Optimization exercise on an open flow, not production practice. RTL: at most simulated, not proved equivalent. Function not checked: runs 7 and 8. Power: default activity.

[design.v]
module netblk_rx (
    input  wire        clk,
    input  wire        rst,
    input  wire        in_valid,
    output wire        in_ready,
    input  wire [31:0] in_data,
    input  wire [2:0]  in_nbytes,    
    input  wire        in_last,
    output wire        res_valid,
    input  wire        res_ready,
    output reg  [2:0]  res_kind,
    output reg  [31:0] res_src,
    output reg  [7:0]  res_type,
    output reg  [15:0] res_id,
    output reg  [15:0] res_seq,
    output reg  [10:0] res_dlen,
    output reg  [1:0]  res_rstat,
    output reg  [15:0] res_ip_csum,
    output reg  [15:0] res_icmp_csum
);
    localparam [10:0] CNT0 = 11'd2020;    
    function [15:0] oc_add;
        input [15:0] a;
        input [15:0] b;
        reg   [15:0] g, p, g1, p1, g2, p2, g3, p3, g4;
        integer i;
        begin
            g = a & b;
            p = a ^ b;
            for (i = 0; i < 16; i = i + 1) begin
                g1[i] = g[i]  | (p[i]  & g[(i + 15) % 16]);
                p1[i] = p[i]  & p[(i + 15) % 16];
            end
            for (i = 0; i < 16; i = i + 1) begin
                g2[i] = g1[i] | (p1[i] & g1[(i + 14) % 16]);
                p2[i] = p1[i] & p1[(i + 14) % 16];
            end
            for (i = 0; i < 16; i = i + 1) begin
                g3[i] = g2[i] | (p2[i] & g2[(i + 12) % 16]);
                p3[i] = p2[i] & p2[(i + 12) % 16];
            end
            for (i = 0; i < 16; i = i + 1)
                g4[i] = g3[i] | (p3[i] & g3[(i + 8) % 16]);
            for (i = 0; i < 16; i = i + 1)
                oc_add[i] = p[i] ^ g4[(i + 15) % 16];
        end
    endfunction
    function [15:0] oc_add3;
        input [15:0] a;
        input [15:0] b;
        input [15:0] c;
        reg   [15:0] s, y;
        begin
            s = a ^ b ^ c;
            y = (a & b) | (a & c) | (b & c);
            oc_add3 = oc_add(s, {y[14:0], y[15]});
        end
    endfunction
    reg        rdy;        
    reg        v1;
    reg [31:0] d1;
    reg [2:0]  nb1;
    reg        l1;
    reg        done;       
    reg        qv;         
    reg [7:0]  at;         
    assign in_ready  = rdy;
    assign res_valid = done;
    wire accept = in_valid && rdy;
    wire c2     = v1 && !done;                
    wire take   = done && res_ready;
    wire absorb = v1 && done && !l1 && !qv;
    wire v1_next   = (v1 && !c2 && !absorb) || accept;
    wire l1_next   = accept ? in_last : l1;
    wire qv_next   = absorb || (qv && !c2);
    wire done_next = (c2 && l1) || (done && !res_ready);
    always @(posedge clk) begin
        if (rst) begin
            rdy  <= 1'b1;
            v1   <= 1'b0;
            done <= 1'b0;
            qv   <= 1'b0;
            at   <= 8'd1;
        end else begin
            rdy  <= !(done_next && v1_next && (l1_next || qv_next));
            v1   <= v1_next;
            done <= done_next;
            qv   <= qv_next;
            if ((c2 && l1))
                at <= 8'd1;
            else if (c2 || absorb)
                at <= {at[7] | at[6], at[5:0], 1'b0};
        end
    end
    reg [31:0] in_masked;
    always @(*) begin
        case (in_nbytes)
            3'd0:    in_masked = 32'h0000_0000;
            3'd1:    in_masked = in_data & 32'hFF00_0000;
            3'd2:    in_masked = in_data & 32'hFFFF_0000;
            3'd3:    in_masked = in_data & 32'hFFFF_FF00;
            default: in_masked = in_data;
        endcase
    end
    always @(posedge clk) begin
        d1 <= in_masked;
        if (accept) begin
            nb1 <= in_nbytes;
            l1  <= in_last;
        end
    end
    reg        icmp;       
    wire [31:0] w = d1;
    wire [10:0] kb    = res_dlen;
    wire [8:0]  kk    = kb[10:2];                   
    wire        at2   = at[2];
    wire        at3   = at[3];
    wire        at4   = at[4];
    wire        at5   = at[5];
    wire        at6   = at[6];
    wire        data  = at[7];
    wire        full  = nb1[2];                     
    wire        lt20  = (|at[3:0]) || (at4 && !full);
    wire        neg   = !data && !(at6 && full);    
    wire        big   = data && (kk > 9'd368 || (kk == 9'd368 && nb1 != 3'd0));
    wire [3:0]  clo   = {1'b0, kb[2:0]} + {1'b0, nb1};
    reg  [7:0]  chi;
    integer j;
    always @(*) begin
        for (j = 0; j < 8; j = j + 1)
            chi[j] = kb[3 + j] ^ (clo[3] & (&(kb[3 +: 8] | (8'hFF << j))));
    end
    wire [10:0] cnt_n = {chi, clo[2:0]};
    wire        ge3     = icmp && !neg;
    wire        is_req  = ge3 && (res_type == 8'd8);
    wire        src_lb  = (res_src[31:24] == 8'd127);
    wire        send_ok = is_req && !big && src_lb;
    wire        last    = l1;
    wire [15:0] abase = at3  ? 16'h0413 :
                        data ? res_icmp_csum : 16'd0;
    wire [15:0] af    = oc_add3(abase, w[31:16], w[15:0]);
    wire [15:0] ibase = at4 ? res_icmp_csum : res_ip_csum;
    wire [3:0]  ilo   = {1'b0, ibase[2:0]} + {1'b0, nb1};
    reg  [12:0] ihi;
    integer m;
    always @(*) begin
        for (m = 0; m < 13; m = m + 1)
            ihi[m] = ibase[3 + m] ^ (ilo[3] & (&(ibase[3 +: 13] | (13'h1FFF << m))));
    end
    wire        icy   = ilo[3] & (&ibase[15:3]);
    wire [15:0] if1   = icy ? {13'd0, ilo[2:0] + 3'd1} : {ihi, ilo[2:0]};
    always @(posedge clk) begin
        if (c2) begin
            if (at2) icmp <= (d1[23:16] == 8'd1);
            if (last && lt20)      res_src <= 32'd0;
            else if (at3)          res_src <= d1;
            if (last && !ge3)      res_type <= 8'd0;
            else if (at5)          res_type <= d1[31:24];
            if (last && !ge3) begin
                res_id  <= 16'd0;
                res_seq <= 16'd0;
            end else if (at6) begin
                res_id  <= d1[31:16];
                res_seq <= d1[15:0];
            end
            res_dlen <= (last && !ge3) ? 11'd0 : cnt_n;
        end
        if (rst || take)
            res_dlen <= (qv_next && !rst) ? CNT0 + 11'd4 : CNT0;
        if (c2) begin
            if (last)              res_icmp_csum <= send_ok ? ~af : 16'd0;
            else                   res_icmp_csum <= af;
            if (last)              res_ip_csum <= send_ok ? ~if1 : 16'd0;
            else                   res_ip_csum <= if1;
            if (last) begin
                res_kind  <= lt20                   ? 3'd0 :
                             !icmp                  ? 3'd1 :
                             neg                    ? 3'd2 :
                             (res_type == 8'd8)     ? 3'd3 :
                             (res_type == 8'd0)     ? 3'd4 : 3'd5;
                res_rstat <= !is_req ? 2'd0 :
                             big     ? 2'd2 :
                             !src_lb ? 2'd1 : 2'd0;
            end
        end
    end
endmodule
[flow/run.sh]
#!/bin/bash
# Standard synthesis, then the standard layout with plain buf_1 port buffers
# instead of the delay buffers buffer_ports picks by default, and timing
# repair aiming at a setup slack of 8.0 ns.
set -euo pipefail
bash standard.sh synth > synth.log 2>&1
bash standard.sh BUFFER_PORTS_ARGS="-buffer_cell sky130_fd_sc_hd__buf_1" SETUP_SLACK_MARGIN=8.0 finish > layout.log 2>&1
[config.mk]
export PLATFORM = sky130hd
export DESIGN_NAME = netblk_rx
export DESIGN_NICKNAME = netblk_rx
export VERILOG_FILES = /design/flow/design.v
export SDC_FILE = /design/flow/constraint.sdc
export NUM_CORES = 4
export LEC_CHECK = 0
export CAP_MARGIN = 20
export CORE_MARGIN = 2
export CORE_UTILIZATION = 55
export SLEW_MARGIN = 20
[constraint.sdc]
create_clock -name core_clock -period 12.0 [get_ports {clk}]
set_input_delay 2.4000 -clock core_clock [delete_from_list [all_inputs] [get_ports {clk}]]
set_output_delay 2.4000 -clock core_clock [all_outputs]
set_load 0.01 [all_outputs]
[standard.sh]
#!/bin/bash
# synth_recipe.tcl (not shown) runs the flow's synth.tcl, then flattens the netlist and writes it again
# the make line also repeats each setting of config.mk as NAME=value (left out here)
make -C /OpenROAD-flow-scripts/flow DESIGN_CONFIG=/design/flow/config.mk WORK_HOME=/design/flow/orfs CLKGATE_MAP_FILE= SYNTH_SCRIPT=/design/flow/synth_recipe.tcl "${@:-finish}"
==> results of run 1 <==
-- power by group --
part | switching, µW | total [µW] | internal [µW]
clock | 265 | 546 | 282
combinational | 143 | 223 | 80.1
sequential | 24.0 | 692 | 668
-- cells in the final DEF (no fill, tap or decap), drive strengths merged, types with 16 or more instances in the layout --
master,n
buf,170
nand3,22
a21oi,78
inv,83
ha,25
mux2i,39
fa,18
nand2,63
xnor2,27
nor2b,27
edfxtp,124
dfxtp,45
clkbuf,17
o21ai,35
xor2,16
nor2,52
-- flip-flops by register name (all words and copies together) (netlist names), 11 cells and up --
name and cells:
d1 32, res_src 32, res_icmp_csum 16, res_id 16, res_ip_csum 16, res_seq 16
res_dlen 11
-- area by class of cell --
class / count / area share [%]
sequential: 169 / 46.8
inverter: 76 / 2.89
multi-input combinational: 500 / 35.1
tap: 188 / 2.38
clock buffer: 17 / 4.30
clock inverter: 15 / 1.76
timing repair buffer: 170 / 6.80
-- routing by layer --
metal | up-vias | global-route usage (%) | routed length (µm)
li1 | 3026 | - | -
met1 | 3085 | 37.3 | 9770
met2 | 257 | 41.6 | 10000
met3 | 31 | 5.53 | 1340
met4 | 0 | 9.18 | 550
met5 | - | 0 | 0
-- tightest hold or removal path: cells and delay by family (launching register included) --
kind,cells,cell delay [ns]
simple gates,1,0.07
flops,1,0.32
compound gates,1,0.05
-- worst max path at each step --
stage | end | slack, ns | startpoint
3_5_place_dp | res_dlen[8] | 7.99 | rst
4_1_cts | res_icmp_csum[10] | 8.04 | at[7]
5_1_grt | res_icmp_csum[10] | 8.17 | at[7]
3_3_place_gp | res_dlen[7] | 8.07 | rst
2_1_floorplan | res_src[0] | 8.47 | done
6_report | res_dlen[3] | 8.38 | rst
-- timing repair --
action                                  4_1_cts  5_1_grt
gates resized for setup                       0        2
endpoints found under the setup margin        0       16
hold buffers                                  0        0
-- cells by family (layout without fill, tap and decap cells) --
logic type	count (synthesis)	after routing	synth area share, %
adder cells (fa/ha/maj)	43	43	7.91
AND/OR/NAND/NOR	220	220	12.8
buffers and inverters	113	278	5.20
XOR/XNOR	43	43	4.51
flip-flops	169	169	54.3
AO/OA/AOI/OAI	151	151	10.2
multiplexers	43	43	5.11
-- per-stage QoR --
stage	hold slack, ns	total power, µW	util, %	setup slack, ns	cell area [µm²]
after floorplan	0.449	853	-	8.47	8510
after global placement	0.462	923	61.3	8.07	9280
after detailed placement	0.465	927	61.3	7.99	9280
after CTS	0.480	1470	65.2	8.04	9880
after global routing	0.502	1510	65.3	8.17	9880
final	0.481	1460	65.3	8.38	9880
==> flow_metrics.tcl, run 1 <==
set metrics [dict create \
    reg2reg_to "res_icmp_csum[2]" \
    wirelength_mm 21.7 \
    grt_overflow 0 \
    portBuffers 161 \
    rrSetupSlack_ns 8.40 \
    yosys.area.top_type "edfxtp_1" \
    synth_seq_cells 169 \
    htreeDepth 4 \
    dieArea_um2 16500 \
    p_leak_uw 0.00380 \
    postCtsSetupBuffers 0 \
    dieHeight_um 128 \
    layout-drive-gt1-share_pct 6.12 \
    netlist_area_um2 8510 \
    dp_cells 1103 \
    synth_commonest_cells "edfxtp_1, a21oi_1, inv_1" \
    grt_pass1_wl_mm 33.1 \
    dp_hpwl_mm 15.9 \
    clk_pin_slew_ns 0.07 \
    crit_type "in2reg" \
    drtPass1Iterations 5 \
    hold_violations 0 \
    syn_area_per_cell_um2 10.9 \
    critPathBufInv 1 \
    avgRoutedWirePerCell_um 19.1 \
    final.min_clock_period_ns 3.62 \
    detail-route-antenna-nets 0 \
    vias 6399 \
    status "finished clean" \
    area_delta_synth_final_pct 16.1 \
    critPathTopFamily "compound AO/OA/AOI/OAI gates" \
    cts_buffers 17 \
    tritoncts "built" \
    ctsLongestPathBuffers 2 \
    path_cells "buf_1, a21oi_1, nand2b_1" \
    synthCells 782 \
    grt_max_degree 67 \
    setup_violations 0 \
    end_kind "flop" \
    antenna_cells 0 \
    finalMaxSlewViolations 0 \
    hold_path_class "reg2reg" \
    yosysMostFrequentCell "edfxtp_1" \
    critical_path_peak_fanout 11 \
    crit_path_top_delay_cell "a21oi_1" \
    seq_area_um2 4630 \
    nets 1017 \
    root_buffer "clkbuf_16" \
    yosysSeqAreaShare_pct 54.3 \
    synth-main-ff-cell "edfxtp_1" \
    fp.dieW_um 128 \
    finalCritPeriodShare_pct 30.1 \
    start_util_pct 56.2 \
    multi_input_area_um2 3470 \
    required_ns 12.05 \
    r2r_start "at[7]" \
    fin_cells 1135 \
    drcViolationCount 0 \
    fillerInstances 1239 \
    rsz0062_at_grt "no" \
    start_kind "primary input" \
    whs_path_depth 2 \
    fin_skew_ns 0.0129 \
    grt_pass1_vias 6178 \
    drv_cap 0 \
    clkLatencyLatePin_ns 0.43 \
    setup-tns-final_ns 0 \
    reg2reg_depth 11 \
    yosysWarnings 1 \
    post_drt_via_cell_ratio 5.64 \
    whs_endpoint "at[1]" \
    io_pins 162 \
    min_from "at[0]" \
    async_flop_share_pct 0 \
    clkSinkCount 169 \
    synthTopCellsByArea "edfxtp_1, dfxtp_1, a21oi_1" \
    synth_enable_flop_cells 124 \
    path_depth 3 \
    worstPathArrival_ns 3.66 \
    worst_slew_margin_rel_pct 46.8 \
    synth_nets 865 \
    drt_iter0_drc 478 \
    tightest_slew_ns 0.798 \
    gp_congestion 0.937 \
    fmax_mhz 277 \
    cpPeakStageDelay_ns 0.62 \
    ir_drop_uv 94.2 \
    synth_top_area_share_pct 43.7 \
    core_area_um2 15100 \
    grt_antenna_before_repair 0 \
    synth.distinct_cells 47 \
    grtUsageTotal_pct 26.6 \
    core.rowCount 45 \
    power_density_nw_per_um2 148 \
]
Testbench counts, summed over its fixed seeds: cycles 117,999, packets 3,200.
==> run 2, diff against run 1 <==
==> flow/run.sh (replaced) <==
#!/bin/bash
# Standard synthesis, then the standard layout with plain buf_1 port buffers
# instead of the delay buffers buffer_ports picks by default, and timing
# repair aiming at a setup slack of 8.6 ns.
set -euo pipefail
bash standard.sh synth > synth.log 2>&1
bash standard.sh BUFFER_PORTS_ARGS="-buffer_cell sky130_fd_sc_hd__buf_1" SETUP_SLACK_MARGIN=8.6 finish > layout.log 2>&1
==> flow_metrics.tcl, run 2 <==
set metrics [dict create \
    drt_iter0_drc 630 \
    clk_pin_slew_ns 0.07 \
    yosysWarnings 1 \
    core.rowCount 45 \
    p_switching_uw 423 \
    synthCells 782 \
    ir_drop_uv 95.3 \
    start_util_pct 56.2 \
    vias 6750 \
    seqPwrFrac_pct 46.3 \
    cpPeakStageDelay_ns 0.49 \
    critical_path_peak_fanout 2 \
    finalMaxSlewViolations 0 \
    synth_nets 865 \
    mostFrequentLayoutCells "buf_1, edfxtp_1, inv_1" \
    p_leak_uw 0.00415 \
    setup_violations 0 \
    synth_top_area_share_pct 43.7 \
    avgRoutedWirePerCell_um 19.4 \
    p_comb_share_pct 17.7 \
    fmax_mhz 286 \
    post_drt_via_cell_ratio 5.69 \
    synth.distinct_cells 47 \
    power_density_nw_per_um2 143 \
    dieHeight_um 128 \
    crit_type "reg2out" \
    synth_enable_flop_cells 124 \
    drcViolationCount 0 \
    tritoncts "built" \
    clkSinkCount 169 \
    start_kind "flop" \
    worst_slew_margin_rel_pct 26.3 \
    grt_pass1_wl_mm 34.4 \
    yosysMostFrequentCell "edfxtp_1" \
    grt_antenna_before_repair 0 \
    grt_overflow 0 \
    nets 1068 \
    layout-drive-gt1-share_pct 16.1 \
    grtUsageTotal_pct 27.9 \
    area_delta_synth_final_pct 21.8 \
    dp_hpwl_mm 16.1 \
    io_pins 162 \
    synth_commonest_cells "edfxtp_1, a21oi_1, inv_1" \
    fp.dieW_um 128 \
    final.min_clock_period_ns 3.50 \
    fillerInstances 1178 \
    fin_cells 1186 \
    finalCritPeriodShare_pct 29.1 \
    dieArea_um2 16500 \
    detail-route-antenna-nets 0 \
    hold_path_class "reg2reg" \
    status "finished clean" \
    clkLatencyLatePin_ns 0.44 \
    dp_cells 1103 \
    end_kind "output port" \
    top_regs "d1 (32), res_src (32)" \
    netlist_area_um2 8510 \
    synth-main-ff-cell "edfxtp_1" \
    path_cells "buf_1" \
    synthTopCellsByArea "edfxtp_1, dfxtp_1, a21oi_1" \
    fin_skew_ns 0.0117 \
    grt_max_degree 67 \
    antenna_cells 0 \
    synth_seq_cells 169 \
    critPathBufInv 1 \
    grt_pass1_vias 6458 \
    wirelength_mm 23.0 \
    async_flop_share_pct 0 \
    hold_violations 0 \
    critPathTopFamily "flip-flops" \
    root_buffer "clkbuf_16" \
    yosys.area.top_type "edfxtp_1" \
    tightest_slew_ns 1.10 \
    ctsLongestPathBuffers 2 \
    yosysSeqAreaShare_pct 54.3 \
    drtPass1Iterations 6 \
    p_clk_share_pct 36.0 \
    gp_congestion 1.01 \
    core_area_um2 15100 \
    syn_area_per_cell_um2 10.9 \
    rsz0062_at_grt "yes" \
    worstPathArrival_ns 1.10 \
    required_ns 9.60 \
    intPower_uw 1060 \
    sw_frac_of_total_pct 28.6 \
    cts_buffers 17 \
    htreeDepth 4 \
    setup-tns-final_ns 0 \
    layout_commonest_cell "buf_1" \
    drv_cap 0 \
    portBuffers 161 \
    crit_path_top_delay_cell "edfxtp_1" \
]
==> run 2: routing by layer <==
layer	vias to the layer above	routed length (µm)	track usage, %
met5	-	0	0
met4	0	618	9.24
met3	47	1410	5.49
met2	300	11100	44.9
met1	3274	9930	38.5
li1	3129	-	-
==> run 2: final cells by class <==
type | instances | area [µm²] | area share, %
Clock inverter | 15 | 136 | 1.31
Multi-Input combinational cell | 500 | 3540 | 34.2
Tap cell | 188 | 235 | 2.27
Timing Repair Buffer | 221 | 1110 | 10.7
Inverter | 76 | 289 | 2.79
Sequential cell | 169 | 4630 | 44.6
Clock buffer | 17 | 425 | 4.10
==> run 2: worst paths after layout <==
kind                                        from               end  slack, ns  cells after the start
worst min register to register             at[5]             at[5]       0.49                      2
worst max-delay path            res_icmp_csum[8]  res_icmp_csum[8]       8.50                      1
worst max register to register             at[7]  res_icmp_csum[0]       8.68                     12
worst min-delay path                       at[5]             at[5]       0.49                      2
==> run 2: logic make-up (layout without fill, tap and decap cells) <==
logic type	after synthesis	in the layout	synth area share (%)
and+or+nand+nor	220	220	12.8
DFF	169	169	54.3
AOI/OAI and AO/OA	151	151	10.2
xor gates and xnor gates	43	43	4.51
muxes	43	43	5.11
adders and majority gates	43	43	7.91
buffers and inverters	113	329	5.20
==> run 2: repair_timing <==
action                     4_1_cts  5_1_grt
hold buffers                     0        0
pin swaps                        0        3
setup endpoints to repair       67      105
gates cloned                     0        0
resized for setup                7       56
buffers inserted                37       14
==> run 2: stage by stage <==
stage	utilization, %	setup slack, ns	hold WS (ns)	total power [µW]	area, µm²
final	68.5	8.50	0.489	1480	10400
after global routing	68.5	8.48	0.510	1540	10400
after CTS	67.0	8.49	0.487	1470	10100
after detailed placement	61.3	7.96	0.476	928	9280
after global placement	61.3	8.08	0.459	924	9280
after floorplan	-	8.71	0.449	853	8520
==> run 2: power groups by stage <==
stage                     Sequential, µW  Clock, µW  Combinational [µW]
after floorplan                      708          0                 146
after global placement               704          0                 220
after detailed placement             706          0                 223
after CTS                            685        540                 248
after global routing                 688        560                 287
final                                685        533                 262
==> run 3, diff against run 2 <==
==> flow/run.sh (replaced) <==
#!/bin/bash
# Standard synthesis, then the standard layout with plain buf_1 port buffers
# instead of the delay buffers buffer_ports picks by default, and timing
# repair aiming at a setup slack of 8.9 ns.
set -euo pipefail
bash standard.sh synth > synth.log 2>&1
bash standard.sh BUFFER_PORTS_ARGS="-buffer_cell sky130_fd_sc_hd__buf_1" SETUP_SLACK_MARGIN=8.9 finish > layout.log 2>&1
==> flow_metrics.tcl, run 3 <==
set metrics [dict create \
    yosysMostFrequentCell "edfxtp_1" \
    end_kind "output port" \
    ir_drop_uv 92.8 \
    drcViolationCount 0 \
    synth.distinct_cells 47 \
    hold_violations 0 \
    drtPass1Iterations 5 \
    multi_input_area_um2 3800 \
    vias 6835 \
    layout_commonest_cell "edfxtp_1" \
    wl_met1_mm 10.0 \
    min_from "at[1]" \
    p_switching_uw 437 \
    reg2reg_depth 12 \
    synth_top_area_share_pct 43.7 \
    grt_antenna_before_repair 0 \
    dp_cells 1102 \
    p_comb_share_pct 18.6 \
    seq_area_um2 4640 \
    worst_slew_margin_rel_pct 46.2 \
    grtUsageTotal_pct 28.2 \
    power_density_nw_per_um2 142 \
    synth-main-ff-cell "edfxtp_1" \
    intPower_uw 1120 \
    rsz0062_at_grt "yes" \
    grt_pass1_wl_mm 34.7 \
    cpPeakStageDelay_ns 0.48 \
    drv_cap 0 \
    setup_violations 0 \
    r2r_start "at[7]" \
    grt_overflow 0 \
    htreeDepth 4 \
    top_regs "d1 (32), res_src (32)" \
    critPathBufInv 1 \
    mostFrequentLayoutCells "edfxtp_1, clkbuf_2, buf_4" \
    required_ns 9.60 \
    gp_congestion 0.873 \
    path_cells "clkbuf_2" \
    whs_endpoint "at[1]" \
    synthCells 782 \
    dr_wl_met2_mm 11.6 \
    critPathTopFamily "flip-flops" \
    tightest_slew_ns 0.806 \
    nets 1089 \
    whs_path_depth 2 \
    layout-drive-gt1-share_pct 28.9 \
    sw_frac_of_total_pct 28.1 \
    core.rowCount 45 \
    antenna_cells 0 \
    post_drt_via_cell_ratio 5.66 \
    yosysSeqAreaShare_pct 54.3 \
    fmax_mhz 288 \
    crit_path_top_delay_cell "edfxtp_1" \
    final.min_clock_period_ns 3.48 \
    start_util_pct 56.2 \
    synth_nets 865 \
    synth_seq_cells 169 \
    grt_max_degree 67 \
    fin_cells 1207 \
    synth_enable_flop_cells 124 \
    avgRoutedWirePerCell_um 19.6 \
    dr_wl_met3_mm 1.37 \
    core_area_um2 15100 \
    clkSinkCount 169 \
    fin_skew_ns 0.0103 \
    grt_pass1_vias 6305 \
    seqPwrFrac_pct 44.0 \
    critical_path_peak_fanout 2 \
    area_delta_synth_final_pct 28.9 \
    root_buffer "clkbuf_16" \
    synthTopCellsByArea "edfxtp_1, dfxtp_1, a21oi_1" \
    clkLatencyLatePin_ns 0.43 \
    routed.top_layer "met4" \
    p_leak_uw 0.00454 \
    portBuffers 161 \
    worstPathArrival_ns 1.08 \
    tritoncts "built" \
    syn_area_per_cell_um2 10.9 \
    detail-route-antenna-nets 0 \
    status "finished clean" \
    io_pins 162 \
    finalCritPeriodShare_pct 29.0 \
    dp_hpwl_mm 15.8 \
    netlist_area_um2 8510 \
    p_clk_share_pct 37.5 \
    rrSetupSlack_ns 8.77 \
    async_flop_share_pct 0 \
    fp.dieW_um 128 \
    yosysWarnings 1 \
    cts_buffers 17 \
    crit_type "reg2out" \
    fillerInstances 1074 \
    drt_iter0_drc 764 \
    start_kind "flop" \
    finalMaxSlewViolations 0 \
    setup-tns-final_ns 0 \
    reg2reg_to "res_icmp_csum[9]" \
    dieArea_um2 16500 \
    dieHeight_um 128 \
    ctsLongestPathBuffers 2 \
    clk_pin_slew_ns 0.07 \
    synth_commonest_cells "edfxtp_1, a21oi_1, inv_1" \
    hold_path_class "reg2reg" \
    yosys.area.top_type "edfxtp_1" \
    wirelength_mm 23.7 \
]
## run 3: cell counts after synthesis
No cell type changed its count.
## run 3: worst max-delay path by stage
| stage | end | start | cells after the start |
|---|---|---|---|
| after floorplan | at[0] | rst | 3 |
| after global placement | res_icmp_csum[7] | at[7] | 11 |
| after detailed placement | res_icmp_csum[15] | at[7] | 11 |
| after CTS | res_icmp_csum[5] | res_icmp_csum[5] | 1 |
| after global routing | res_icmp_csum[5] | res_icmp_csum[5] | 1 |
| final | res_icmp_csum[5] | res_icmp_csum[5] | 1 |
## run 3: area by class of cell
cell class / count / area share (%)
Inverter: 76 / 2.63
Sequential cell: 169 / 42.2
Clock buffer: 17 / 3.87
Clock inverter: 15 / 1.88
Multi-Input combinational cell: 500 / 34.6
Timing Repair Buffer: 242 / 12.6
Tap cell: 188 / 2.14
## run 3: per-stage QoR
step	total power (µW)	cell area [µm²]	hold slack, ns	setup slack (ns)	util, %
floorplan	854	8550	0.449	8.90	-
global placement	922	9300	0.462	8.08	61.4
detailed placement	926	9300	0.468	8.11	61.4
CTS	1520	10300	0.484	8.52	68.2
global route	1610	11000	0.504	8.51	72.5
finish	1560	11000	0.489	8.52	72.5
## run 3: what timing repair did
action	4_1_cts	5_1_grt
pin swaps	0	18
setup endpoints to repair	149	161
buffers inserted	44	28
resized for setup	21	175
hold buffers	0	0
cloned	0	0
## run 3: routing by layer
metal | track usage [%] | vias up
met5 | 0 | -
met4 | 10.5 | 0
met3 | 5.95 | 40
met2 | 46.0 | 291
met1 | 37.4 | 3326
li1 | - | 3178
## run 3: power by group through the flow
stage / Combinational (µW) / Sequential, µW / Clock (µW)
final: 289 / 685 / 584
after CTS: 250 / 685 / 589
after floorplan: 147 / 708 / 0
after detailed placement: 221 / 705 / 0
after global routing: 315 / 688 / 612
after global placement: 218 / 704 / 0
## run 3: logic make-up (layout without fill, tap and decap cells)
group / count (synthesis) / count (layout) / synth area share (%)
XOR/XNOR: 43 / 43 / 4.51
buffers and inverters: 113 / 350 / 5.20
flip-flops: 169 / 169 / 54.3
AO/OA/AOI/OAI: 151 / 151 / 10.2
adder cells (fa/ha/maj): 43 / 43 / 7.91
multiplexers: 43 / 43 / 5.11
AND/OR/NAND/NOR: 220 / 220 / 12.8
## run 3: worst register-to-register path, delay by kind of cell (launching register included)
kind                     cells  cell delay, ns
AND/OR/NAND/NOR              4            0.77
AO/OA/AOI/OAI                2            0.42
adder cells (fa/ha/maj)      2            0.92
buffers and inverters        2            0.19
flip-flops                   1            0.36
multiplexers                 1            0.10
XOR/XNOR                     1            0.18
==> run 4, diff against run 3 <==
==> flow/run.sh (replaced) <==
#!/bin/bash
# Standard synthesis, then the standard layout with plain buf_1 port buffers
# instead of the delay buffers buffer_ports picks by default, and timing
# repair aiming at a setup slack of 8.3 ns.
set -euo pipefail
bash standard.sh synth > synth.log 2>&1
bash standard.sh BUFFER_PORTS_ARGS="-buffer_cell sky130_fd_sc_hd__buf_1" SETUP_SLACK_MARGIN=8.3 finish > layout.log 2>&1
--- a/config.mk
+++ b/config.mk
@@ -8,4 +8,6 @@
 export CAP_MARGIN = 20
 export CORE_MARGIN = 2
 export CORE_UTILIZATION = 55
+export CTS_CLUSTER_DIAMETER = 60
+export CTS_CLUSTER_SIZE = 40
 export SLEW_MARGIN = 20
==> flow_metrics.tcl, run 4 <==
set metrics [dict create \
    r2r_start "at[7]" \
    syn_area_per_cell_um2 10.9 \
    synth-main-ff-cell "edfxtp_1" \
    setup-tns-final_ns 0 \
    grt_max_degree 67 \
    worstPathArrival_ns 1.15 \
    root_buffer "clkbuf_16" \
    routed.top_layer "met4" \
    area_delta_synth_final_pct 16.3 \
    antenna_cells 0 \
    critPathTopFamily "flip-flops" \
    synth_top_area_share_pct 43.7 \
    drv_cap 0 \
    wl_met1_mm 9.72 \
    dr_wl_met3_mm 1.37 \
    crit_path_top_delay_cell "edfxtp_1" \
    critPathBufInv 1 \
    top_regs "d1 (32), res_src (32)" \
    synth_top_family_by_area "simple AND/OR/NAND/NOR gates" \
    finalCritPeriodShare_pct 29.6 \
    worst_slew_margin_rel_pct 47.6 \
    crit_type "reg2out" \
    drt_iter0_drc 419 \
    fmax_mhz 281 \
    yosys.area.top_type "edfxtp_1" \
    clk_pin_slew_ns 0.07 \
    mostFrequentLayoutCells "buf_1, edfxtp_1, a21oi_1" \
    core_area_um2 15100 \
    p_switching_uw 431 \
    synth-simple-area-share_pct 12.8 \
    grt_pass1_wl_mm 33.1 \
    nets 1019 \
    seqPwrFrac_pct 47.4 \
    async_flop_share_pct 0 \
    synth_nets 865 \
    start_util_pct 56.2 \
    reg2reg_depth 12 \
    wirelength_mm 21.6 \
    grt_antenna_before_repair 0 \
    synth_fa_ha_area_share_pct 7.91 \
    synth_compound_area_share_pct 10.2 \
    dpl-instance-area_um2 9280 \
    finalMaxSlewViolations 0 \
    fin_skew_ns 0.0128 \
    setup_violations 0 \
    grt_pass1_vias 6178 \
    clkSinkCount 169 \
    io_pins 162 \
    dieArea_um2 16500 \
    drtPass1Iterations 5 \
    path_depth 1 \
    netlist_area_um2 8510 \
    hold_violations 0 \
    sw_frac_of_total_pct 29.5 \
    dp_hpwl_mm 15.9 \
    portBuffers 161 \
    crit_start "res_icmp_csum[6]" \
    critical_path_peak_fanout 4 \
    layout_commonest_cell "buf_1" \
    endpoint "res_icmp_csum[6]" \
    hold_slack_ns 0.477 \
    path_cells "buf_1" \
    p_clk_share_pct 37.4 \
    grtUsageTotal_pct 26.6 \
    dieHeight_um 128 \
    synth_enable_flop_cells 124 \
    rrSetupSlack_ns 8.52 \
    yosysWarnings 1 \
    gp_congestion 0.937 \
    status "finished clean" \
    core.rowCount 45 \
    clkLatencyLatePin_ns 0.43 \
    intPower_uw 1030 \
    grt_overflow 0 \
    finish.instance_area_um2 9900 \
    drcViolationCount 0 \
    fillerInstances 1238 \
    yosysSeqAreaShare_pct 54.3 \
    synthTopCellsByArea "edfxtp_1, dfxtp_1, a21oi_1" \
    p_comb_share_pct 15.3 \
    p_leak_uw 0.00381 \
    final.min_clock_period_ns 3.55 \
    preCtsSetupSlack_ns 7.99 \
    layout-drive-gt1-share_pct 6.43 \
    hold_path_class "reg2reg" \
    cts_buffers 17 \
    post_drt_via_cell_ratio 5.61 \
    power_density_nw_per_um2 148 \
    reg2reg_to "res_icmp_csum[7]" \
    synth_xor_area_share_pct 4.51 \
    cpPeakStageDelay_ns 0.54 \
    detail-route-antenna-nets 0 \
    end_kind "output port" \
    htreeDepth 4 \
    tightest_slew_ns 0.780 \
    tritoncts "built" \
    ctsLongestPathBuffers 2 \
    dr_wl_met2_mm 9.96 \
    fp.dieW_um 128 \
    ir_drop_uv 94.4 \
    yosysMostFrequentCell "edfxtp_1" \
    setup_ws_ns 8.45 \
    synth_commonest_cells "edfxtp_1, a21oi_1, inv_1" \
    avgRoutedWirePerCell_um 19.0 \
    start_kind "flop" \
    synthMuxAreaShare_pct 5.11 \
    synth_seq_cells 169 \
    rsz0062_at_grt "no" \
    required_ns 9.60 \
    vias 6382 \
    synthCells 782 \
    synth.distinct_cells 47 \
]
## run 4: changes by cell type in the layout (fill, tap and decap cells not counted), moves of 7 or more
| cell | change |
|---|---|
| a21oi_1 | +19 |
| a21oi_2 | -13 |
| buf_1 | +108 |
| buf_4 | -68 |
| clkbuf_2 | -106 |
| ha_1 | +14 |
| ha_4 | -8 |
| nor3_1 | +7 |
| o21ai_0 | +12 |
| o21ai_1 | -7 |
## run 4: repair_timing
action | CTS | global route
hold buffers | 0 | 0
resized for setup | 1 | 2
setup endpoints to repair | 15 | 27
cloned | 0 | 0
setup buffers | 0 | 2
pin swaps | 0 | 0
## run 4: worst min-delay path by stage
stage               slack, ns  start  cells past startpoint     to
floorplan                0.45  at[0]                      1  at[0]
global placement         0.46  at[0]                      1  at[0]
detailed placement       0.47  at[0]                      1  at[0]
CTS                      0.48  at[0]                      2  at[1]
global route             0.50  at[1]                      2  at[1]
finish                   0.48  at[1]                      2  at[1]
## run 4: kinds of logic (layout without fill, tap and decap cells)
| group | after synthesis | after routing |
|---|---|---|
| XOR/XNOR | 43 | 43 |
| AO/OA/AOI/OAI | 151 | 151 |
| AND/OR/NAND/NOR | 220 | 220 |
| adder cells (fa/ha/maj) | 43 | 43 |
| multiplexers | 43 | 43 |
| buffers and inverters | 113 | 280 |
| flip-flops | 169 | 169 |
## run 4: layer usage
metal	vias up	global-route usage (%)
li1	3027	-
met1	3072	37.3
met2	249	41.6
met3	34	5.53
met4	0	9.18
met5	-	0
## run 4: cell type report
| cell class | count | area [µm²] | area share, % |
|---|---|---|---|
| Sequential cell | 169 | 4630 | 46.7 |
| Multi-Input combinational cell | 500 | 3470 | 35.0 |
| Timing Repair Buffer | 172 | 687 | 6.94 |
| Clock buffer | 17 | 425 | 4.30 |
| Inverter | 76 | 285 | 2.88 |
| Tap cell | 188 | 235 | 2.38 |
| Clock inverter | 15 | 174 | 1.76 |
## run 4: metrics by stage
stage	instances	total power, µW	util (%)
2_1_floorplan	782	853	-
3_3_place_gp	1103	923	61.3
3_5_place_dp	1103	927	61.3
4_1_cts	1135	1470	65.2
5_1_grt	1137	1510	65.4
6_report	1137	1460	65.4
## run 4: power groups by stage
stage | Combinational [µW] | Sequential, µW | Clock, µW
after global routing | 249 | 695 | 571
after floorplan | 146 | 708 | 0
final | 223 | 692 | 546
after global placement | 219 | 704 | 0
after detailed placement | 222 | 705 | 0
after CTS | 224 | 692 | 550
==> run 5, diff against run 4 <==
--- a/config.mk
+++ b/config.mk
@@ -8,6 +8,5 @@
 export CAP_MARGIN = 20
 export CORE_MARGIN = 2
 export CORE_UTILIZATION = 55
-export CTS_CLUSTER_DIAMETER = 60
-export CTS_CLUSTER_SIZE = 40
+export CTS_BUF_LIST = sky130_fd_sc_hd__clkbuf_8
 export SLEW_MARGIN = 20
==> flow_metrics.tcl, run 5 <==
set metrics [dict create \
    fin_skew_ns 0.0165 \
    final_util_pct 64.1 \
    dpl-instance-area_um2 9280 \
    cts_buffers 17 \
    mostFrequentLayoutCells "buf_1, edfxtp_1, a21oi_1" \
    clk_pin_slew_ns 0.10 \
    antenna_cells 0 \
    synthCells 782 \
    nets 1019 \
    final.min_clock_period_ns 3.61 \
    synth_enable_flop_cells 124 \
    post_drt_via_cell_ratio 5.65 \
    cpPeakStageDelay_ns 0.55 \
    gp_congestion 0.937 \
    finalMaxSlewViolations 0 \
    fp.dieW_um 128 \
    fillerInstances 1254 \
    root_buffer "clkbuf_8" \
    synth.distinct_cells 47 \
    async_flop_share_pct 0 \
    clkLatencyLatePin_ns 0.47 \
    finish.instance_area_um2 9710 \
    rsz0062_at_grt "no" \
    critPathBufInv 1 \
    yosys.area.top_type "edfxtp_1" \
    yosysWarnings 1 \
    layout_commonest_cell "buf_1" \
    start_util_pct 56.2 \
    drv_cap 0 \
    worst_slew_margin_rel_pct 47.5 \
    p_leak_uw 0.00373 \
    dieArea_um2 16500 \
    ir_drop_uv 72.6 \
    yosysSeqAreaShare_pct 54.3 \
    crit_path_top_delay_cell "edfxtp_1" \
    ctsLongestPathBuffers 2 \
    avgRoutedWirePerCell_um 18.9 \
    fmax_mhz 277 \
    hold_violations 0 \
    p_clk_share_pct 30.9 \
    setup_violations 0 \
    status "finished clean" \
    crit_type "reg2out" \
    required_ns 9.60 \
    preCtsSetupSlack_ns 7.99 \
    path_cells "buf_1" \
    core_area_um2 15100 \
    io_pins 162 \
    drtPass1Iterations 5 \
    setup_ws_ns 8.39 \
    portBuffers 161 \
    top_regs "d1 (32), res_src (32)" \
    worstPathArrival_ns 1.21 \
    finalCritPeriodShare_pct 30.1 \
    synth-main-ff-cell "edfxtp_1" \
    p_total_uw 1320 \
    seqPwrFrac_pct 52.3 \
    grt_pass1_vias 6178 \
    grtUsageTotal_pct 26.3 \
    postCtsHoldBufs 0 \
    synth_commonest_cells "edfxtp_1, a21oi_1, inv_1" \
    intPower_uw 907 \
    detail-route-antenna-nets 0 \
    clkSinkCount 169 \
    yosysMostFrequentCell "edfxtp_1" \
    layout-drive-gt1-share_pct 6.43 \
    tritoncts "built" \
    syn_area_per_cell_um2 10.9 \
    drt_iter0_drc 439 \
    wirelength_mm 21.5 \
    htreeDepth 4 \
    setup-tns-final_ns 0 \
    vias 6428 \
    tightest_slew_ns 0.788 \
    grt_overflow 0 \
    synth_top_area_share_pct 43.7 \
    synthTopCellsByArea "edfxtp_1, dfxtp_1, a21oi_1" \
    sw_frac_of_total_pct 31.4 \
    grt_pass1_wl_mm 32.8 \
    dieHeight_um 128 \
    drcViolationCount 0 \
    grt_antenna_before_repair 0 \
    critical_path_peak_fanout 4 \
    grt_max_degree 67 \
    netlist_area_um2 8510 \
    critPathTopFamily "flip-flops" \
    area_delta_synth_final_pct 14.1 \
    synth_nets 865 \
    p_comb_share_pct 16.9 \
    synth_seq_cells 169 \
    end_kind "output port" \
    power_density_nw_per_um2 136 \
    start_kind "flop" \
    hold_path_class "reg2reg" \
    dp_hpwl_mm 15.9 \
    p_switching_uw 416 \
    core.rowCount 45 \
]
==> run 5: cell counts after synthesis <==
Identical to the previous run, type by type.
==> run 5: cell type report <==
| type | instances | area [µm²] | area share, % |
|---|---|---|---|
| Clock inverter | 15 | 174 | 1.79 |
| Clock buffer | 17 | 234 | 2.41 |
| Inverter | 76 | 285 | 2.94 |
| Timing Repair Buffer | 172 | 687 | 7.07 |
| Sequential cell | 169 | 4630 | 47.6 |
| Multi-Input combinational cell | 500 | 3470 | 35.7 |
| Tap cell | 188 | 235 | 2.42 |
==> run 5: worst paths after layout <==
| check | from | endpoint | slack, ns | cells past startpoint |
|---|---|---|---|---|
| hold reg to reg | at[1] | at[1] | 0.48 | 2 |
| setup reg to reg | at[7] | res_icmp_csum[7] | 8.52 | 12 |
| hold / removal | at[1] | at[1] | 0.48 | 2 |
| setup / recovery | res_icmp_csum[6] | res_icmp_csum[6] | 8.39 | 1 |
==> run 5: cells by family after synthesis <==
family | share of synthesized area (%)
muxes | 5.11
DFF | 54.3
buffers and inverters | 5.20
adders and majority gates | 7.91
xor gates and xnor gates | 4.51
AOI/OAI and AO/OA | 10.2
and+or+nand+nor | 12.8
==> run 5: power groups by stage <==
stage / registers [µW] / logic (µW) / clock network (µW)
floorplan: 708 / 146 / 0
global placement: 704 / 219 / 0
detailed placement: 705 / 222 / 0
CTS: 692 / 223 / 412
global route: 695 / 248 / 430
finish: 692 / 223 / 409
==> run 5: tightest hold or removal path, stage by stage (launching register included) <==
cell and delay (ns):
dfxtp_1 0.34, nand2_1 0.06, a21oi_1 0.05
==> run 5: per-layer routing <==
metal / GRT usage (%) / up-vias / part of all wire [%]
li1: - / 3029 / -
met5: 0 / - / 0
met1: 36.6 / 3088 / 44
met3: 5.41 / 40 / 6.6
met2: 40.8 / 271 / 46
met4: 10.5 / 0 / 2.8
==> run 5: repair_timing <==
item / in CTS / in global routing
buffers inserted: 0 / 2
resized for setup: 1 / 2
pin swaps: 0 / 0
setup endpoints to repair: 15 / 16
endpoints found under the hold margin: 0 / 0
==> run 5: through the flow <==
| stage | instances | hold WS, ns |
|---|---|---|
| final | 1137 | 0.483 |
| after CTS | 1135 | 0.484 |
| after detailed placement | 1103 | 0.465 |
| after floorplan | 782 | 0.449 |
| after global placement | 1103 | 0.462 |
| after global routing | 1137 | 0.507 |
==> run 6, diff against run 5 <==
--- a/config.mk
+++ b/config.mk
@@ -8,5 +8,4 @@
 export CAP_MARGIN = 20
 export CORE_MARGIN = 2
 export CORE_UTILIZATION = 55
-export CTS_BUF_LIST = sky130_fd_sc_hd__clkbuf_8
 export SLEW_MARGIN = 20
==> flow_metrics.tcl, run 6 <==
set metrics [dict create \
    start_kind "flop" \
    dieArea_um2 16500 \
    portBuffers 161 \
    nets 1019 \
    htreeDepth 4 \
    p_leak_uw 0.00381 \
    synth.distinct_cells 47 \
    io_pins 162 \
    avgRoutedWirePerCell_um 19.0 \
    synth_enable_flop_cells 124 \
    tightest_slew_ns 0.780 \
    finish.instance_area_um2 9900 \
    crit_type "reg2out" \
    wirelength_mm 21.6 \
    critPathTopFamily "flip-flops" \
    ctsLongestPathBuffers 2 \
    yosysMostFrequentCell "edfxtp_1" \
    synthTopCellsByArea "edfxtp_1, dfxtp_1, a21oi_1" \
    reg2reg_depth 12 \
    postCtsHoldBufs 0 \
    async_flop_share_pct 0 \
    worstPathArrival_ns 1.15 \
    core_area_um2 15100 \
    hold_path_class "reg2reg" \
    grt_pass1_wl_mm 33.1 \
    rrSetupSlack_ns 8.52 \
    drcViolationCount 0 \
    fp.dieW_um 128 \
    yosysSeqAreaShare_pct 54.3 \
    area_delta_synth_final_pct 16.3 \
    drtPass1Iterations 5 \
    layout-drive-gt1-share_pct 6.43 \
    clkLatencyLatePin_ns 0.43 \
    grt_max_degree 67 \
    synth_top_area_share_pct 43.7 \
    crit_path_top_delay_cell "edfxtp_1" \
    power_density_nw_per_um2 148 \
    layout_commonest_cell "buf_1" \
    synthCells 782 \
    dp_hpwl_mm 15.9 \
    top_regs "d1 (32), res_src (32)" \
    required_ns 9.60 \
    drv_cap 0 \
    final_util_pct 65.4 \
    grt_antenna_before_repair 0 \
    fillerInstances 1238 \
    gp_congestion 0.937 \
    reg2reg_to "res_icmp_csum[7]" \
    critPathBufInv 1 \
    drt_iter0_drc 419 \
    grtUsageTotal_pct 26.6 \
    status "finished clean" \
    synth_commonest_cells "edfxtp_1, a21oi_1, inv_1" \
    fin_cells 1137 \
    clkSinkCount 169 \
    hold_violations 0 \
    r2r_start "at[7]" \
    netlist_area_um2 8510 \
    rsz0062_at_grt "no" \
    cpPeakStageDelay_ns 0.54 \
    finalCritPeriodShare_pct 29.6 \
    synth_seq_cells 169 \
    grt_overflow 0 \
    cts_buffers 17 \
    dp_cells 1103 \
    synth-main-ff-cell "edfxtp_1" \
    setup-tns-final_ns 0 \
    end_kind "output port" \
    hold_slack_ns 0.477 \
    detail-route-antenna-nets 0 \
    finalMaxSlewViolations 0 \
    core.rowCount 45 \
    dpl-instance-area_um2 9280 \
    ir_drop_uv 94.4 \
    mostFrequentLayoutCells "buf_1, edfxtp_1, a21oi_1" \
    start_util_pct 56.2 \
    whs_endpoint "at[1]" \
    final.min_clock_period_ns 3.55 \
    dieHeight_um 128 \
    root_buffer "clkbuf_16" \
    yosysWarnings 1 \
    path_cells "buf_1" \
    vias 6382 \
    setup_violations 0 \
    synth_nets 865 \
    antenna_cells 0 \
    fin_skew_ns 0.0128 \
    fmax_mhz 281 \
    post_drt_via_cell_ratio 5.61 \
    whs_path_depth 2 \
    critical_path_peak_fanout 4 \
    grt_pass1_vias 6178 \
    tritoncts "built" \
    syn_area_per_cell_um2 10.9 \
    min_from "at[1]" \
    worst_slew_margin_rel_pct 47.6 \
    yosys.area.top_type "edfxtp_1" \
    clk_pin_slew_ns 0.07 \
]
==> run 6: changes by cell type in the layout (fill, tap and decap cells not counted) <==
cell	previous run	this run
clkbuf_16	0	17
clkbuf_8	17	0
==> run 6: worst max-delay path by stage <==
stage,slack [ns],endpoint,startpoint,cells past startpoint
final,8.45,res_icmp_csum[6],res_icmp_csum[6],1
after global routing,8.34,res_icmp_csum[2],at[7],12
after CTS,8.32,res_icmp_csum[10],at[7],11
after detailed placement,7.99,res_dlen[8],rst,3
after global placement,8.07,res_dlen[7],rst,3
after floorplan,8.47,res_src[0],done,3
==> run 6: logic make-up (layout without fill, tap and decap cells) <==
logic type / Yosys count / count (layout) / share of synthesized area [%]
AO/OA/AOI/OAI: 151 / 151 / 10.2
XOR/XNOR: 43 / 43 / 4.51
adder cells (fa/ha/maj): 43 / 43 / 7.91
buffers and inverters: 113 / 280 / 5.20
flip-flops: 169 / 169 / 54.3
multiplexers: 43 / 43 / 5.11
AND/OR/NAND/NOR: 220 / 220 / 12.8
==> run 6: area by class of cell <==
cell class | instances | area, µm² | share of cell area [%]
Clock buffer | 17 | 425 | 4.30
Multi-Input combinational cell | 500 | 3470 | 35.0
Clock inverter | 15 | 174 | 1.76
Sequential cell | 169 | 4630 | 46.7
Tap cell | 188 | 235 | 2.38
Timing Repair Buffer | 172 | 687 | 6.94
Inverter | 76 | 285 | 2.88
==> run 6: report_power, final <==
group	internal (µW)	switching [µW]
clock	282	264
sequential	668	24.0
combinational	80.1	143
total	1030	431
==> run 6: per-stage QoR <==
step	setup WS (ns)	total power (µW)
detailed placement	7.99	927
finish	8.45	1460
floorplan	8.47	853
CTS	8.32	1470
global placement	8.07	923
global route	8.34	1510
==> run 6: repair_timing <==
| action | in CTS | in global routing |
|---|---|---|
| resized for setup | 1 | 2 |
| buffers inserted | 0 | 2 |
| endpoints found under the setup margin | 15 | 27 |
==> run 6: per-layer routing <==
metal / global-route usage (%) / part of all wire (%)
met5: 0 / 0
met4: 9.18 / 2.6
met3: 5.53 / 6.4
met2: 41.6 / 46
met1: 37.3 / 45
==> run 7, diff against run 6 <==
--- a/design.v
+++ b/design.v
@@ -136,9 +136,7 @@
     wire        src_lb  = (res_src[31:24] == 8'd127);
     wire        send_ok = is_req && !big && src_lb;
     wire        last    = l1;
-    wire [15:0] abase = at3  ? 16'h0413 :
-                        data ? res_icmp_csum : 16'd0;
-    wire [15:0] af    = oc_add3(abase, w[31:16], w[15:0]);
+    wire [15:0] af    = oc_add3(res_icmp_csum, w[31:16], w[15:0]);
     wire [15:0] ibase = at4 ? res_icmp_csum : res_ip_csum;
     wire [3:0]  ilo   = {1'b0, ibase[2:0]} + {1'b0, nb1};
     reg  [12:0] ihi;
@@ -169,6 +167,8 @@
             res_dlen <= (qv_next && !rst) ? CNT0 + 11'd4 : CNT0;
         if (c2) begin
             if (last)              res_icmp_csum <= send_ok ? ~af : 16'd0;
+            else if (at2)          res_icmp_csum <= 16'h0413;
+            else if (at5)          res_icmp_csum <= 16'd0;
             else                   res_icmp_csum <= af;
             if (last)              res_ip_csum <= send_ok ? ~if1 : 16'd0;
             else                   res_ip_csum <= if1;
==> flow_metrics.tcl, run 7 <==
set metrics [dict create \
    finalMaxSlewViolations 0 \
    detail-route-antenna-nets 0 \
    core.rowCount 45 \
    async_flop_share_pct 0 \
    worstPathArrival_ns 1.23 \
    power_density_nw_per_um2 175 \
    synth_top_area_share_pct 43.7 \
    clkLatencyLatePin_ns 0.43 \
    crit_path_top_delay_cell "edfxtp_1" \
    postCtsSetupBuffers 0 \
    fin_skew_ns 0.00899 \
    dieArea_um2 16500 \
    dp_hpwl_mm 16.4 \
    clk_pin_slew_ns 0.07 \
    ir_drop_uv 106 \
    layout-drive-gt1-share_pct 6.12 \
    p_comb_share_pct 27.0 \
    hold_path_class "reg2reg" \
    tightest_slew_ns 0.872 \
    io_pins 162 \
    antenna_cells 0 \
    drt_iter0_drc 462 \
    p_leak_uw 0.00357 \
    path_cells "buf_1" \
    root_buffer "clkbuf_16" \
    end_kind "output port" \
    postCtsHoldBufs 0 \
    p_clk_share_pct 31.0 \
    portBuffers 161 \
    start_util_pct 56.2 \
    htreeDepth 4 \
    netlist_area_um2 8520 \
    critPathBufInv 1 \
    worst_slew_margin_rel_pct 41.7 \
    critPathTopFamily "flip-flops" \
    tritoncts "built" \
    clkSinkCount 169 \
    vias 6358 \
    finalCritPeriodShare_pct 30.2 \
    yosys.area.top_type "edfxtp_1" \
    setup_violations 0 \
    mostFrequentLayoutCells "buf_1, edfxtp_1, nor2b_1" \
    seqPwrFrac_pct 42.0 \
    cts.repair.resized 0 \
    grt_overflow 0 \
    layout_commonest_cell "buf_1" \
    required_ns 9.60 \
    sw_frac_of_total_pct 34.4 \
    fp.dieW_um 128 \
    area_delta_synth_final_pct 15.9 \
    start_kind "flop" \
    drtPass1Iterations 5 \
    dp_cells 1054 \
    wirelength_mm 21.9 \
    ctsLongestPathBuffers 2 \
    dieHeight_um 128 \
    gp_congestion 0.915 \
    reg2reg_to "res_icmp_csum[10]" \
    core_area_um2 15100 \
    cpPeakStageDelay_ns 0.60 \
    grt_pass1_wl_mm 32.7 \
    critical_path_peak_fanout 4 \
    grtUsageTotal_pct 26.9 \
    final.min_clock_period_ns 3.63 \
    yosysWarnings 1 \
    top_regs "d1 (32), res_src (32)" \
    synthTopCellsByArea "edfxtp_1, dfxtp_1, mux2i_1" \
    intPower_uw 1130 \
    rsz0062_at_grt "no" \
    synth_seq_cells 169 \
    crit_type "reg2out" \
    setup-tns-final_ns 0 \
    synth-main-ff-cell "edfxtp_1" \
    nets 969 \
    fin_cells 1087 \
    rrSetupSlack_ns 8.50 \
    drcViolationCount 0 \
    synth_commonest_cells "edfxtp_1, nor2b_1, a21oi_1, nand2_1, and2_1" \
    min_from "at[1]" \
    whs_endpoint "at[2]" \
    grt_antenna_before_repair 0 \
    reg2reg_depth 8 \
    fmax_mhz 276 \
    synth_enable_flop_cells 124 \
    fillerInstances 1220 \
    synth.distinct_cells 55 \
    status "finished clean" \
    p_switching_uw 592 \
    post_drt_via_cell_ratio 5.85 \
    drv_cap 0 \
    whs_path_depth 2 \
    grt_max_degree 42 \
    yosysMostFrequentCell "edfxtp_1" \
    avgRoutedWirePerCell_um 20.2 \
    synth_nets 815 \
    hold_violations 0 \
    syn_area_per_cell_um2 11.6 \
    synthCells 732 \
    cts_buffers 17 \
    r2r_start "res_icmp_csum[7]" \
    yosysSeqAreaShare_pct 54.3 \
    grt_pass1_vias 5859 \
]
## run 7: how the worst max path moves through the flow
stage / from / endpoint / slack, ns / cells after the start
global route: res_icmp_csum[8] / res_icmp_csum[1] / 8.35 / 8
CTS: res_icmp_csum[7] / res_icmp_csum[7] / 8.37 / 1
finish: res_icmp_csum[7] / res_icmp_csum[7] / 8.37 / 1
floorplan: done / res_src[0] / 8.47 / 3
global placement: rst / res_dlen[5] / 8.17 / 3
detailed placement: rst / res_dlen[9] / 8.08 / 3
## run 7: layout make-up
type	count	area, µm²	area share, %
clock inverters	15	151	1.53
multi-input cells	520	3730	37.8
inverters	11	41.3	0.418
flip-flops and latches	169	4630	46.9
repair buffers	167	662	6.71
clock buffers	17	425	4.31
well taps	188	235	2.38
## run 7: power by group through the flow
stage | registers [µW] | clock network, µW | logic, µW
after floorplan | 730 | 0 | 318
after global placement | 736 | 0 | 446
after detailed placement | 736 | 0 | 455
after CTS | 724 | 540 | 458
after global routing | 728 | 561 | 509
final | 724 | 534 | 464
## run 7: stage by stage
step | hold slack, ns | total power (µW) | util, % | setup slack [ns] | cell area (µm²)
after detailed placement | 0.472 | 1190 | 61.2 | 8.08 | 9270
after global routing | 0.489 | 1800 | 65.2 | 8.35 | 9870
after CTS | 0.480 | 1720 | 65.0 | 8.37 | 9850
after floorplan | 0.449 | 1050 | - | 8.47 | 8520
final | 0.481 | 1720 | 65.2 | 8.37 | 9870
after global placement | 0.460 | 1180 | 61.2 | 8.17 | 9270
## run 7: per-layer routing
| metal | vias to the layer above | wire length [µm] | GRT usage [%] |
|---|---|---|---|
| met4 | 0 | 725 | 11.3 |
| met1 | 3082 | 9610 | 37.2 |
| met2 | 271 | 10200 | 42.0 |
| met5 | - | 0 | 0 |
| met3 | 41 | 1410 | 5.24 |
| li1 | 2964 | - | - |
## run 7: logic make-up (layout without fill, tap and decap cells)
| family | after synthesis | after routing | share of synthesized area, % |
|---|---|---|---|
| AND/OR/NAND/NOR | 276 | 276 | 18.1 |
| flip-flops | 169 | 169 | 54.3 |
| AO/OA/AOI/OAI | 121 | 121 | 8.58 |
| multiplexers | 46 | 46 | 5.54 |
| adder cells (fa/ha/maj) | 43 | 43 | 7.90 |
| buffers and inverters | 43 | 210 | 2.10 |
| XOR/XNOR | 34 | 34 | 3.50 |
==> run 8, diff against run 7 <==
==> flow/run.sh (replaced) <==
#!/bin/bash
# Standard synthesis, then the standard layout with plain buf_1 port buffers
# instead of the delay buffers buffer_ports picks by default, and timing
# repair aiming at a setup slack of 8.45 ns.
set -euo pipefail
bash standard.sh synth > synth.log 2>&1
bash standard.sh BUFFER_PORTS_ARGS="-buffer_cell sky130_fd_sc_hd__buf_1" SETUP_SLACK_MARGIN=8.45 finish > layout.log 2>&1
--- a/config.mk
+++ b/config.mk
@@ -8,4 +8,5 @@
 export CAP_MARGIN = 20
 export CORE_MARGIN = 2
 export CORE_UTILIZATION = 55
+export CTS_BUF_LIST = sky130_fd_sc_hd__clkbuf_8
 export SLEW_MARGIN = 20
==> flow_metrics.tcl, run 8 <==
set metrics [dict create \
    synthCells 732 \
    fp.dieW_um 128 \
    drtPass1Iterations 7 \
    drcViolationCount 0 \
    clk_pin_slew_ns 0.10 \
    intPower_uw 1020 \
    grt_pass1_vias 5966 \
    nets 996 \
    tightest_slew_ns 0.859 \
    drv_cap 0 \
    end_kind "output port" \
    hold_violations 0 \
    crit_type "reg2out" \
    fin_skew_ns 0.0146 \
    mostFrequentLayoutCells "buf_1, edfxtp_1, nor2b_1" \
    detail-route-antenna-nets 0 \
    reg2reg_depth 9 \
    grt_pass1_wl_mm 33.2 \
    root_buffer "clkbuf_8" \
    start_kind "flop" \
    syn_area_per_cell_um2 11.6 \
    finalCritPeriodShare_pct 29.6 \
    path_cells "clkbuf_2" \
    min_from "at[1]" \
    worst_slew_margin_rel_pct 42.6 \
    synth_seq_cells 169 \
    cts_buffers 17 \
    avgRoutedWirePerCell_um 20.0 \
    gp_congestion 0.915 \
    layout_commonest_cell "buf_1" \
    drt_iter0_drc 450 \
    ir_drop_uv 88.9 \
    finalMaxSlewViolations 0 \
    crit_path_top_delay_cell "edfxtp_1" \
    portBuffers 161 \
    required_ns 9.60 \
    status "finished clean" \
    netlist_area_um2 8520 \
    clkSinkCount 169 \
    dieArea_um2 16500 \
    postCtsHoldBufs 0 \
    synth.distinct_cells 55 \
    grt_overflow 0 \
    reg2reg_to "res_icmp_csum[10]" \
    dp_cells 1054 \
    clkLatencyLatePin_ns 0.46 \
    vias 6417 \
    critical_path_peak_fanout 3 \
    whs_endpoint "at[2]" \
    area_delta_synth_final_pct 16.2 \
    grt_antenna_before_repair 0 \
    hold_path_class "reg2reg" \
    setup-tns-final_ns 0 \
    synth-main-ff-cell "edfxtp_1" \
    crit_start "res_icmp_csum[4]" \
    core_area_um2 15100 \
    fin_cells 1114 \
    top_regs "d1 (32), res_src (32)" \
    dieHeight_um 128 \
    worstPathArrival_ns 1.15 \
    cpPeakStageDelay_ns 0.51 \
    seqPwrFrac_pct 44.3 \
    synth_commonest_cells "edfxtp_1, nor2b_1, a21oi_1, nand2_1, and2_1" \
    setup_violations 0 \
    async_flop_share_pct 0 \
    antenna_cells 0 \
    p_clk_share_pct 24.5 \
    critPathTopFamily "flip-flops" \
    power_density_nw_per_um2 162 \
    grtUsageTotal_pct 27.4 \
    wirelength_mm 22.3 \
    final.min_clock_period_ns 3.55 \
    yosysMostFrequentCell "edfxtp_1" \
    yosys.area.top_type "edfxtp_1" \
    layout-drive-gt1-share_pct 9.18 \
    io_pins 162 \
    dp_hpwl_mm 16.4 \
    synth_nets 815 \
    ctsLongestPathBuffers 2 \
    p_leak_uw 0.00362 \
    tritoncts "built" \
    whs_path_depth 2 \
    yosysWarnings 1 \
    synthTopCellsByArea "edfxtp_1, dfxtp_1, mux2i_1" \
    r2r_start "res_icmp_csum[7]" \
    core.rowCount 45 \
    htreeDepth 4 \
    p_comb_share_pct 31.1 \
    synth_top_area_share_pct 43.7 \
    sw_frac_of_total_pct 36.1 \
    rsz0062_at_grt "yes" \
    p_switching_uw 579 \
    synth_enable_flop_cells 124 \
    rrSetupSlack_ns 8.48 \
    grt_max_degree 42 \
    fmax_mhz 281 \
    critPathBufInv 1 \
    post_drt_via_cell_ratio 5.76 \
    yosysSeqAreaShare_pct 54.3 \
    start_util_pct 56.2 \
    final_util_pct 65.3 \
]
-- run 8: cell counts after synthesis --
No cell type changed its count.
-- run 8: worst max path at each step --
stage / slack (ns) / end / depth (start not counted)
after floorplan: 8.47 / res_src[0] / 3
after global placement: 8.17 / res_dlen[5] / 3
after detailed placement: 8.08 / res_dlen[9] / 3
after CTS: 8.44 / res_icmp_csum[4] / 1
after global routing: 8.35 / res_icmp_csum[10] / 9
final: 8.45 / res_icmp_csum[4] / 1
-- run 8: kinds of logic (layout without fill, tap and decap cells) --
family          after synthesis  count (layout)  share of synthesized area, %
simple gates                276             276                          18.1
fa+ha+maj                    43              43                          7.90
xor+xnor                     34              34                          3.50
mux                          46              46                          5.54
compound gates              121             121                          8.58
buf+inv                      43             237                          2.10
flops                       169             169                          54.3
-- run 8: final cells by class --
| class | instances | area [µm²] |
|---|---|---|
| multi-input cells | 520 | 3730 |
| clock inverters | 15 | 151 |
| well taps | 188 | 235 |
| repair buffers | 194 | 873 |
| fillers | 1228 | 5250 |
| clock buffers | 17 | 234 |
| flip-flops and latches | 169 | 4630 |
| inverters | 11 | 41.3 |
-- run 8: worst register-to-register path: stages (launching register included) --
cell       delay (ns)
edfxtp_1         0.46
buf_4            0.21
fa_1             0.54
ha_1             0.46
a21oi_1          0.14
o21ai_1          0.43
nor4_1           0.08
a2111oi_0        0.44
o211ai_1         0.32
mux2i_1          0.19
-- run 8: per-layer routing --
metal	global-route usage, %	wire [µm]	vias up
li1	-	-	3021
met1	37.4	9440	3075
met2	43.1	10500	282
met3	5.57	1610	39
met4	11.5	728	0
met5	0	0	-
-- run 8: stage by stage --
stage          cell area (µm²)  hold slack [ns]  total power, µW  setup slack (ns)
6_report                  9890            0.486             1600              8.45
5_1_grt                   9890            0.493             1680              8.35
4_1_cts                   9800            0.483             1590              8.44
3_5_place_dp              9270            0.472             1190              8.08
3_3_place_gp              9270            0.460             1180              8.17
2_1_floorplan             8520            0.449             1050              8.47
-- run 8: power by group through the flow --
stage | registers [µW] | clock network (µW) | logic [µW]
after floorplan | 730 | 0 | 318
after global placement | 736 | 0 | 446
after detailed placement | 736 | 0 | 455
after CTS | 712 | 397 | 485
after global routing | 715 | 421 | 545
final | 711 | 393 | 499
-- run 8: repair_timing --
action,CTS,global route
gates resized for setup,1,7
hold endpoints to repair,0,0
setup endpoints to repair,17,27
cloned,0,0
buffers inserted,19,8
==> run 9, diff against run 8 <==
--- a/design.v
+++ b/design.v
@@ -136,7 +136,9 @@
     wire        src_lb  = (res_src[31:24] == 8'd127);
     wire        send_ok = is_req && !big && src_lb;
     wire        last    = l1;
-    wire [15:0] af    = oc_add3(res_icmp_csum, w[31:16], w[15:0]);
+    wire [15:0] abase = at3  ? 16'h0413 :
+                        data ? res_icmp_csum : 16'd0;
+    wire [15:0] af    = oc_add3(abase, w[31:16], w[15:0]);
     wire [15:0] ibase = at4 ? res_icmp_csum : res_ip_csum;
     wire [3:0]  ilo   = {1'b0, ibase[2:0]} + {1'b0, nb1};
     reg  [12:0] ihi;
@@ -167,8 +169,6 @@
             res_dlen <= (qv_next && !rst) ? CNT0 + 11'd4 : CNT0;
         if (c2) begin
             if (last)              res_icmp_csum <= send_ok ? ~af : 16'd0;
-            else if (at2)          res_icmp_csum <= 16'h0413;
-            else if (at5)          res_icmp_csum <= 16'd0;
             else                   res_icmp_csum <= af;
             if (last)              res_ip_csum <= send_ok ? ~if1 : 16'd0;
             else                   res_ip_csum <= if1;
==> flow_metrics.tcl, run 9 <==
set metrics [dict create \
    ir_drop_uv 72.6 \
    synth_enable_flop_cells 124 \
    finalMaxSlewViolations 0 \
    fmax_mhz 282 \
    crit_start "res_icmp_csum[8]" \
    wirelength_mm 21.9 \
    yosys.area.top_type "edfxtp_1" \
    required_ns 9.60 \
    status "finished clean" \
    finish.instance_area_um2 9840 \
    core_area_um2 15100 \
    end_kind "output port" \
    power_density_nw_per_um2 135 \
    setup_violations 0 \
    setup-tns-final_ns 0 \
    seq_area_um2 4630 \
    top_regs "d1 (32), res_src (32)" \
    multi_input_area_um2 3470 \
    grt_overflow 0 \
    drv_cap 0 \
    critical_path_peak_fanout 2 \
    layout_commonest_cell "buf_1" \
    drt_iter0_drc 442 \
    critPathBufInv 1 \
    layout-drive-gt1-share_pct 8.39 \
    grt_max_degree 67 \
    drcViolationCount 0 \
    syn_area_per_cell_um2 10.9 \
    dp_hpwl_mm 15.9 \
    core.rowCount 45 \
    grt_pass1_wl_mm 33.2 \
    netlist_area_um2 8510 \
    fillerInstances 1247 \
    grtUsageTotal_pct 26.7 \
    final.min_clock_period_ns 3.55 \
    cts_buffers 17 \
    p_leak_uw 0.00381 \
    synth_nets 865 \
    synth-main-ff-cell "edfxtp_1" \
    critPathTopFamily "flip-flops" \
    synth_commonest_cells "edfxtp_1, a21oi_1, inv_1" \
    crit_path_top_delay_cell "edfxtp_1" \
    synth_top_area_share_pct 43.7 \
    postCtsHoldBufs 0 \
    yosysMostFrequentCell "edfxtp_1" \
    area_delta_synth_final_pct 15.6 \
    detail-route-antenna-nets 0 \
    hold_violations 0 \
    vias 6475 \
    start_util_pct 56.2 \
    drtPass1Iterations 5 \
    synthTopCellsByArea "edfxtp_1, dfxtp_1, a21oi_1" \
    start_kind "flop" \
    path_cells "clkbuf_2" \
    min_from "at[1]" \
    setup_ws_ns 8.45 \
    synth_seq_cells 169 \
    hold_path_class "reg2reg" \
    clk_pin_slew_ns 0.10 \
    avgRoutedWirePerCell_um 19.0 \
    ctsLongestPathBuffers 2 \
    synthCells 782 \
    htreeDepth 4 \
    yosysWarnings 1 \
    io_pins 162 \
    finalCritPeriodShare_pct 29.5 \
    dpl-instance-area_um2 9280 \
    clkLatencyLatePin_ns 0.48 \
    yosysSeqAreaShare_pct 54.3 \
    tightest_slew_ns 0.793 \
    cpPeakStageDelay_ns 0.50 \
    gp_congestion 0.937 \
    nets 1035 \
    async_flop_share_pct 0 \
    grt_antenna_before_repair 0 \
    synth.distinct_cells 47 \
    mostFrequentLayoutCells "buf_1, edfxtp_1, a21oi_1" \
    post_drt_via_cell_ratio 5.62 \
    p_total_uw 1330 \
    crit_type "reg2out" \
    root_buffer "clkbuf_8" \
    rsz0062_at_grt "yes" \
    dieArea_um2 16500 \
    worst_slew_margin_rel_pct 47.1 \
    worstPathArrival_ns 1.15 \
    fp.dieW_um 128 \
    dieHeight_um 128 \
    clkSinkCount 169 \
    portBuffers 161 \
    preCtsSetupSlack_ns 7.99 \
    antenna_cells 0 \
    r2r_start "at[7]" \
    fin_skew_ns 0.0154 \
    grt_pass1_vias 6225 \
    tritoncts "built" \
]
==> run 9: changes by cell type in the layout (fill, tap and decap cells not counted), sizes merged, moves of 11 or more <==
| cell | before | now |
|---|---|---|
| a21oi | 50 | 78 |
| xnor2 | 16 | 27 |
| inv | 21 | 83 |
| nor2 | 37 | 52 |
| nor2b | 62 | 27 |
| nand2 | 50 | 63 |
| and2 | 47 | 12 |
==> run 9: cells by family after synthesis <==
family	Yosys count	synth area share, %
buffers and inverters	113	5.20
XOR/XNOR	43	4.51
adder cells (fa/ha/maj)	43	7.91
AO/OA/AOI/OAI	151	10.2
flip-flops	169	54.3
multiplexers	43	5.11
AND/OR/NAND/NOR	220	12.8
==> run 9: metal layers <==
metal | global-route usage [%] | wire length (µm) | up-vias
met5 | 0 | 0 | -
met4 | 11.2 | 767 | 0
met3 | 5.32 | 1480 | 43
met2 | 41.3 | 10000 | 273
met1 | 37.2 | 9630 | 3099
li1 | - | - | 3060
==> run 9: final timing paths <==
check	end	cells past startpoint	slack [ns]
worst min register to register	at[1]	2	0.48
worst max register to register	res_icmp_csum[7]	12	8.61
worst min-delay path	at[1]	2	0.48
worst max-delay path	res_icmp_csum[8]	1	8.45
==> run 9: cell type report <==
| cell class | count | share of cell area, % |
|---|---|---|
| Tap cell | 188 | 2.39 |
| Clock inverter | 15 | 1.77 |
| Sequential cell | 169 | 47.0 |
| Clock buffer | 17 | 2.38 |
| Inverter | 76 | 2.94 |
| Timing Repair Buffer | 188 | 8.21 |
| Multi-Input combinational cell | 500 | 35.3 |
==> run 9: worst min-delay path: stages (launching register included) <==
cell	delay (ns)
dfxtp_1	0.34
nand2_1	0.06
a21oi_1	0.05
==> run 9: report_power, final <==
part | total [µW] | switching (µW) | internal, µW | leakage (µW)
registers | 688 | 20.7 | 668 | 0.00155
clock network | 408 | 249 | 159 | 0.000204
logic | 234 | 148 | 85.5 | 0.00206
total | 1330 | 418 | 913 | 0.00381
==> run 9: what timing repair did <==
| action | CTS | global route |
|---|---|---|
| endpoints found under the setup margin | 27 | 61 |
| endpoints found under the hold margin | 0 | 0 |
| setup buffers | 10 | 8 |
| resized for setup | 3 | 4 |
==> run 9: per-stage QoR <==
step,std cells,hold slack [ns],util [%]
finish,1153,0.484,65.0
CTS,1145,0.484,64.5
detailed placement,1103,0.465,61.3
floorplan,782,0.449,-
global placement,1103,0.462,61.3
global route,1153,0.507,65.0
Testbench counts of run 9, summed over its fixed seeds: cycles 117,999, packets 3,200.
